Background: an optimization exercise with open tools, aiming at small area. Do not read the settings as production practice. Where RTL was checked, it was by simulation tests only, not by an equivalence proof against the original. No activity file was given, so power comes from the tool's default toggle rates.

==> flow/design.v <==
module sps_serial_reader (
    input  wire        clk,
    input  wire        rst,
    input  wire        start,
    input  wire        init,
    output wire        busy,
    output reg         done,
    input  wire [7:0]  rx_count,    
    input  wire [7:0]  rx_head,     
    output wire        rx_pop,      
    output wire        rx_discard,  
    output reg  [3:0]  last_result,
    output reg         rec_valid,
    output wire [2:0]  health,
    output reg  [31:0] bad_cnt,
    output reg  [31:0] good_cnt,
    input  wire [3:0]  rec_sel,
    output wire [31:0] rec_data
);
    reg         pop_st;      
    reg         fin_st;      
    reg  [2:0]  code;        
    reg  [5:0]  cnt;         
    reg         esc;         
    reg         sbad;        
    reg  [7:0]  sum;         
    reg  [4:0]  ph;          
    reg         cur;         
    reg         healthy, degraded;
    reg  [31:0] ring [0:19];
    integer j;
    wire have      = |rx_count;
    wire head_7e   = (rx_head == 8'h7E);
    wire head_7d   = (rx_head == 8'h7D);
    wire esc_ok    = (rx_head == 8'h5E) || (rx_head == 8'h5D) ||
                     (rx_head == 8'h31) || (rx_head == 8'h33);
    wire in_hdr    = (cnt[5:3] == 3'b111) && (cnt[2:0] >= 3'd3);
    wire in_pay    = (cnt < 6'd40);
    wire is_chk    = (cnt == 6'd40);
    wire is_end    = (cnt == 6'd41);
    wire is_h3     = (cnt == 6'd62);
    wire is_h4     = (cnt == 6'd63);
    wire [4:0] tgt_raw = (cur ? 5'd0 : 5'd10) + {1'b0, cnt[5:2]} + {2'b0, cnt[1:0], 1'b0};
    wire [4:0] tgt     = (tgt_raw >= 5'd20) ? tgt_raw - 5'd20 : tgt_raw;
    wire aligned   = (ph == tgt);
    wire [7:0] val = {rx_head[7:6], rx_head[5] ^ esc, rx_head[4:0]};
    wire busy_i    = pop_st | fin_st;
    wire accept    = !busy_i && start;
    wire acc_go    = accept && have && head_7e && (rx_count >= 8'd47);
    wire do_init   = !busy_i && !start && init;
    wire pop_have  = pop_st && have;
    wire sum_ok    = (sum == 8'h7D);
    wire succ      = pop_have && is_end && head_7e && sum_ok;
    wire fail_ev   = pop_have && ((in_pay && esc && aligned && !esc_ok) ||
                                  (is_h4 && sbad) ||
                                  (is_end && !(head_7e && sum_ok)));
    wire leave     = pop_have && is_end;
    wire adv       = pop_have && (!in_pay || (aligned && (esc || !head_7d)));
    wire ins       = pop_have && in_pay && aligned && (esc ? esc_ok : !head_7d);
    wire add       = pop_have && (in_hdr || is_chk || ins);
    assign busy       = busy_i;
    assign rx_pop     = pop_have && (!in_pay || aligned || (!esc && head_7d));
    assign rx_discard = fin_st && (!code[0] || code[2]);
    assign health     = {degraded, healthy, healthy};
    always @(posedge clk) begin
        for (j = 0; j < 19; j = j + 1)
            ring[j] <= ring[j+1];
        ring[19] <= ring[0];
        if (ins)
            case (cnt[1:0])
                2'd0: ring[19][31:24] <= val;
                2'd1: ring[17][23:16] <= val;
                2'd2: ring[15][15:8]  <= val;
                2'd3: ring[13][7:0]   <= val;
            endcase
        ph <= (rst || ph == 5'd19) ? 5'd0 : ph + 5'd1;
    end
    wire [5:0] pdiff = (cur ? 6'd10 : 6'd0) + {2'b0, rec_sel} - {1'b0, ph};
    wire [4:0] pos   = pdiff[5] ? pdiff[4:0] + 5'd20 :
                       (pdiff[4:0] >= 5'd20) ? pdiff[4:0] - 5'd20 : pdiff[4:0];
    wire [19:0] rsel;
    genvar q, b;
    generate for (q = 0; q < 20; q = q + 1) begin : g_sel
        assign rsel[q] = (pos == q);
    end endgenerate
    generate for (b = 0; b < 32; b = b + 1) begin : g_rd
        wire [19:0] d;
        wire [6:0]  t;
        for (q = 0; q < 20; q = q + 1) begin : g_d
            assign d[q] = ring[q][b];
        end
        for (q = 0; q < 6; q = q + 1) begin : g_aoi
            srd_aoi222 u_aoi (
                .a1(d[3*q]),   .a2(rsel[3*q]),
                .b1(d[3*q+1]), .b2(rsel[3*q+1]),
                .c1(d[3*q+2]), .c2(rsel[3*q+2]),
                .y(t[q]));
        end
        srd_aoi22 u_aoi6 (
            .a1(d[18]), .a2(rsel[18]),
            .b1(d[19]), .b2(rsel[19]),
            .y(t[6]));
        srd_nand7 u_or (.a(t), .y(rec_data[b]));
    end endgenerate
    always @(posedge clk) begin
        if (add)
            sum <= ((cnt == 6'd59) ? 8'd0 : sum) + val;
        if (pop_st && is_h3)
            sbad <= (rx_head != 8'h00);
        if (accept) begin
            cnt <= 6'd59;
            esc <= 1'b0;
        end else begin
            if (adv)
                cnt <= cnt + 6'd1;
            if (pop_have && in_pay)
                esc <= esc ? !aligned : head_7d;
        end
        if (!fin_st)
            code <= pop_st ? {1'b1, !is_h4 && !(is_end && head_7e), is_end && head_7e}
                           : {1'b0, have, !have || head_7e};
    end
    wire bad_clr  = rst || do_init || succ;
    wire good_set = rst || do_init;
    wire bad_all  = &bad_cnt;
    wire good_all = &good_cnt;
    wire [32:0] bc, gc;
    assign bc[0] = fin_st && !bad_all;
    assign gc[0] = succ && !good_all;
    genvar i;
    generate for (i = 0; i < 32; i = i + 1) begin : g_cnt
        assign bc[i+1] = bc[i] & bad_cnt[i];
        assign gc[i+1] = gc[i] & good_cnt[i];
        always @(posedge clk) begin
            bad_cnt[i] <= !bad_clr & (bad_cnt[i] ^ bc[i]);
            if (i == 0)
                good_cnt[i] <= good_set | (good_cnt[i] ^ gc[i]);
            else
                good_cnt[i] <= !good_set & (good_cnt[i] ^ gc[i]);
        end
    end endgenerate
    always @(posedge clk) begin
        if (rst) begin
            pop_st      <= 1'b0;
            fin_st      <= 1'b0;
            done        <= 1'b0;
            cur         <= 1'b0;
            last_result <= 4'hF;
            rec_valid   <= 1'b0;
            healthy     <= 1'b0;
            degraded    <= 1'b0;
        end else begin
            pop_st <= acc_go || (pop_st && !leave && !fail_ev);
            fin_st <= (accept && !acc_go) || fail_ev;
            done   <= fin_st || succ;
            if (succ) begin
                last_result <= 4'h0;
                rec_valid   <= 1'b1;
                healthy     <= 1'b1;
                degraded    <= 1'b0;
                cur         <= ~cur;
            end else if (fin_st) begin
                last_result <= {1'b0, code};
                if (bad_cnt[31:2] != 30'd0) begin
                    healthy  <= 1'b0;
                    degraded <= 1'b1;
                end
            end else if (do_init) begin
                healthy  <= 1'b0;
                degraded <= 1'b0;
            end
        end
    end
endmodule
module srd_aoi222 (
    input  wire a1, a2, b1, b2, c1, c2,
    output wire y
);
    assign y = ~((a1 & a2) | (b1 & b2) | (c1 & c2));
endmodule
module srd_aoi22 (
    input  wire a1, a2, b1, b2,
    output wire y
);
    assign y = ~((a1 & a2) | (b1 & b2));
endmodule
module srd_nand7 (
    input  wire [6:0] a,
    output wire       y
);
    assign y = ~(&a);
endmodule
Settings: LEC_CHECK=0, CAP_MARGIN=0, CORE_MARGIN=2, CORE_UTILIZATION=75, PLACE_DENSITY=0.85, SLEW_MARGIN=0, SYNTH_HIERARCHICAL=1; clock period 10.0 ns.
standard.sh (not shown) runs the stock make flow with config.mk's settings and CLKGATE_MAP_FILE= SYNTH_SCRIPT=/design/flow/synth_recipe.tcl, a recipe that flattens the netlist after the stock synthesis.
==> flow/flow/run.sh <==
#!/bin/bash
# Standard synthesis and layout, with three changes: after synthesis every
# cell is set to the smallest drive strength of its family (repair sizes
# up again where needed), port buffers use the smallest buffer cell, and
# clock-tree sinks are clustered into larger groups without dummy loads.
set -euo pipefail
cd "$(dirname "$0")/.."
ARGS=(
  "BUFFER_PORTS_ARGS=-buffer_cell sky130_fd_sc_hd__buf_1"
  "CTS_ARGS=-sink_clustering_enable -repair_clock_nets -buf_list sky130_fd_sc_hd__clkbuf_4 -sink_clustering_size 10 -sink_clustering_max_diameter 40 -dont_use_dummy_load"
)
bash standard.sh synth "${ARGS[@]}" > flow_synth.log 2>&1
DOWNSIZE_ODB=orfs/results/sky130hd/sps_serial_reader/base/1_synth.odb \
  openroad -no_init -exit flow/downsize.tcl > flow_downsize.log 2>&1
bash standard.sh finish "${ARGS[@]}" > flow_make.log 2>&1
==> flow/flow/downsize.tcl <==
# Swap every standard cell of the synthesized netlist to the smallest drive
# strength of its own cell family (same function and pins). Placement and the
# later repair steps size cells up again wherever timing, slew or load needs it.
set odb $::env(DOWNSIZE_ODB)
read_db $odb
set db [ord::get_db]
set dont_use {probe_p lpflow_ fill decap tapvpwrvgnd diode}
set best [dict create]
foreach lib [$db getLibs] {
  foreach m [$lib getMasters] {
    set n [$m getName]
    if {![regexp {^(sky130_fd_sc_hd__[a-z0-9]+)_([0-9]+)$} $n -> fam drv]} { continue }
    set skip 0
    foreach d $dont_use { if {[string first $d $n] >= 0} { set skip 1 } }
    if {$skip} { continue }
    set a [expr {[$m getWidth] * [$m getHeight]}]
    if {![dict exists $best $fam] || $a < [lindex [dict get $best $fam] 0]} {
      dict set best $fam [list $a $m]
    }
  }
}
set before 0.0
set after 0.0
set swapped 0
foreach inst [[ord::get_db_block] getInsts] {
  set m [$inst getMaster]
  set n [$m getName]
  set before [expr {$before + [$m getWidth] * [$m getHeight] / 1e6}]
  if {[regexp {^(sky130_fd_sc_hd__[a-z0-9]+)_([0-9]+)$} $n -> fam drv] && [dict exists $best $fam]} {
    set nm [lindex [dict get $best $fam] 1]
    if {[$nm getName] ne $n} {
      if {[$inst swapMaster $nm]} { incr swapped; set m $nm }
    }
  }
  set after [expr {$after + [$m getWidth] * [$m getHeight] / 1e6}]
}
puts "downsize: swapped $swapped cells, area [format %.1f $before] -> [format %.1f $after] um2"
write_db $odb
Rerun with:
--- a/flow/design.v
+++ b/flow/design.v
@@ -24,7 +24,8 @@
     reg         esc;         
     reg         sbad;        
     reg  [7:0]  sum;         
-    reg  [4:0]  ph;          
+    reg  [1:0]  ph4;
+    reg  [4:0]  ph5;
     reg         cur;         
     reg         healthy, degraded;
     reg  [31:0] ring [0:19];
@@ -40,9 +41,10 @@
     wire is_end    = (cnt == 6'd41);
     wire is_h3     = (cnt == 6'd62);
     wire is_h4     = (cnt == 6'd63);
-    wire [4:0] tgt_raw = (cur ? 5'd0 : 5'd10) + {1'b0, cnt[5:2]} + {2'b0, cnt[1:0], 1'b0};
-    wire [4:0] tgt     = (tgt_raw >= 5'd20) ? tgt_raw - 5'd20 : tgt_raw;
-    wire aligned   = (ph == tgt);
+    wire [1:0] t4 = {cnt[3] ^ cnt[1] ^ !cur ^ (cnt[2] & cnt[0]), cnt[2] ^ cnt[0]};
+    wire [4:0] w5;
+    srd_mod5 u_w5 (.v(cnt[5:2]), .h(w5));
+    wire aligned   = (ph4 == t4) && |(ph5 & w5);
     wire [7:0] val = {rx_head[7:6], rx_head[5] ^ esc, rx_head[4:0]};
     wire busy_i    = pop_st | fin_st;
     wire accept    = !busy_i && start;
@@ -69,19 +71,25 @@
         if (ins)
             case (cnt[1:0])
                 2'd0: ring[19][31:24] <= val;
-                2'd1: ring[17][23:16] <= val;
-                2'd2: ring[15][15:8]  <= val;
-                2'd3: ring[13][7:0]   <= val;
+                2'd1: ring[14][23:16] <= val;
+                2'd2: ring[9][15:8]   <= val;
+                2'd3: ring[4][7:0]    <= val;
             endcase
-        ph <= (rst || ph == 5'd19) ? 5'd0 : ph + 5'd1;
+        ph4 <= rst ? 2'd0 : ph4 + 2'd1;
+        ph5 <= rst ? 5'b00001 : {ph5[3:0], ph5[4]};
     end
-    wire [5:0] pdiff = (cur ? 6'd10 : 6'd0) + {2'b0, rec_sel} - {1'b0, ph};
-    wire [4:0] pos   = pdiff[5] ? pdiff[4:0] + 5'd20 :
-                       (pdiff[4:0] >= 5'd20) ? pdiff[4:0] - 5'd20 : pdiff[4:0];
+    wire [1:0] p4 = {rec_sel[1] ^ cur ^ ph4[1] ^ (!rec_sel[0] & ph4[0]), rec_sel[0] ^ ph4[0]};
+    wire [3:0] h4 = {p4 == 2'd3, p4 == 2'd2, p4 == 2'd1, p4 == 2'd0};
+    wire [4:0] s5;
+    srd_mod5 u_s5 (.v(rec_sel), .h(s5));
+    wire [4:0] h5;
     wire [19:0] rsel;
     genvar q, b;
+    generate for (q = 0; q < 5; q = q + 1) begin : g_h5
+        assign h5[q] = |(ph5 & {s5[(q+4)%5], s5[(q+3)%5], s5[(q+2)%5], s5[(q+1)%5], s5[q]});
+    end endgenerate
     generate for (q = 0; q < 20; q = q + 1) begin : g_sel
-        assign rsel[q] = (pos == q);
+        assign rsel[q] = h4[q % 4] & h5[q % 5];
     end endgenerate
     generate for (b = 0; b < 32; b = b + 1) begin : g_rd
         wire [19:0] d;
@@ -190,3 +198,13 @@
 );
     assign y = ~(&a);
 endmodule
+module srd_mod5 (
+    input  wire [3:0] v,
+    output wire [4:0] h
+);
+    assign h[0] = (v == 4'd0) || (v == 4'd5);
+    assign h[1] = (v == 4'd1) || (v == 4'd6);
+    assign h[2] = (v == 4'd2) || (v == 4'd7);
+    assign h[3] = (v == 4'd3) || (v == 4'd8);
+    assign h[4] = (v == 4'd4) || (v == 4'd9);
+endmodule
Effect:
- total power shrinks by a few percent
- wire length went down by a few percent
- register-to-register slack is worse by 0.15 ns
- setup slack improves by 0.27 ns
- cell area falls by a few percent
- count of clock-buffer cells in the layout is unchanged
- sequential power stays flat
- core utilization rose by 0.15 points
For the first run of this note, only the layout was checked, not whether the RTL still works.

-- re-timing with driven ports --
No port has a modelled driver above. Below, the same layouts with a new extraction and two added sets of constraints. Step 1 sets driving cells, clkbuf_16 on the clock port and buf_2 on the other inputs (assumed; they add their load-dependent delay and slew). Step 2 moves the port delays by t, midway between the first and last clock arrival at a register: inputs arrive t later, outputs are due t later. That takes back most of the time a late clock gives input paths. Three values: no drivers, after step 1, after step 2; two values: the first two.
| run | t, ns | setup WS [ns] | worst hold slack (ns) |
|---|---|---|---|
| the first run | 0.792 | 1.161 / 1.135 / 0.678 | 0.294 / 0.294 / 0.294 |
| the second run | 0.756 | 1.428 / 1.451 / 0.695 | 0.292 / 0.292 / 0.292 |
After both steps every run listed still meets setup and hold. The setup slack of the second run, which loses most, moves by +0.023 ns with the drivers and by -0.733 ns with both steps.
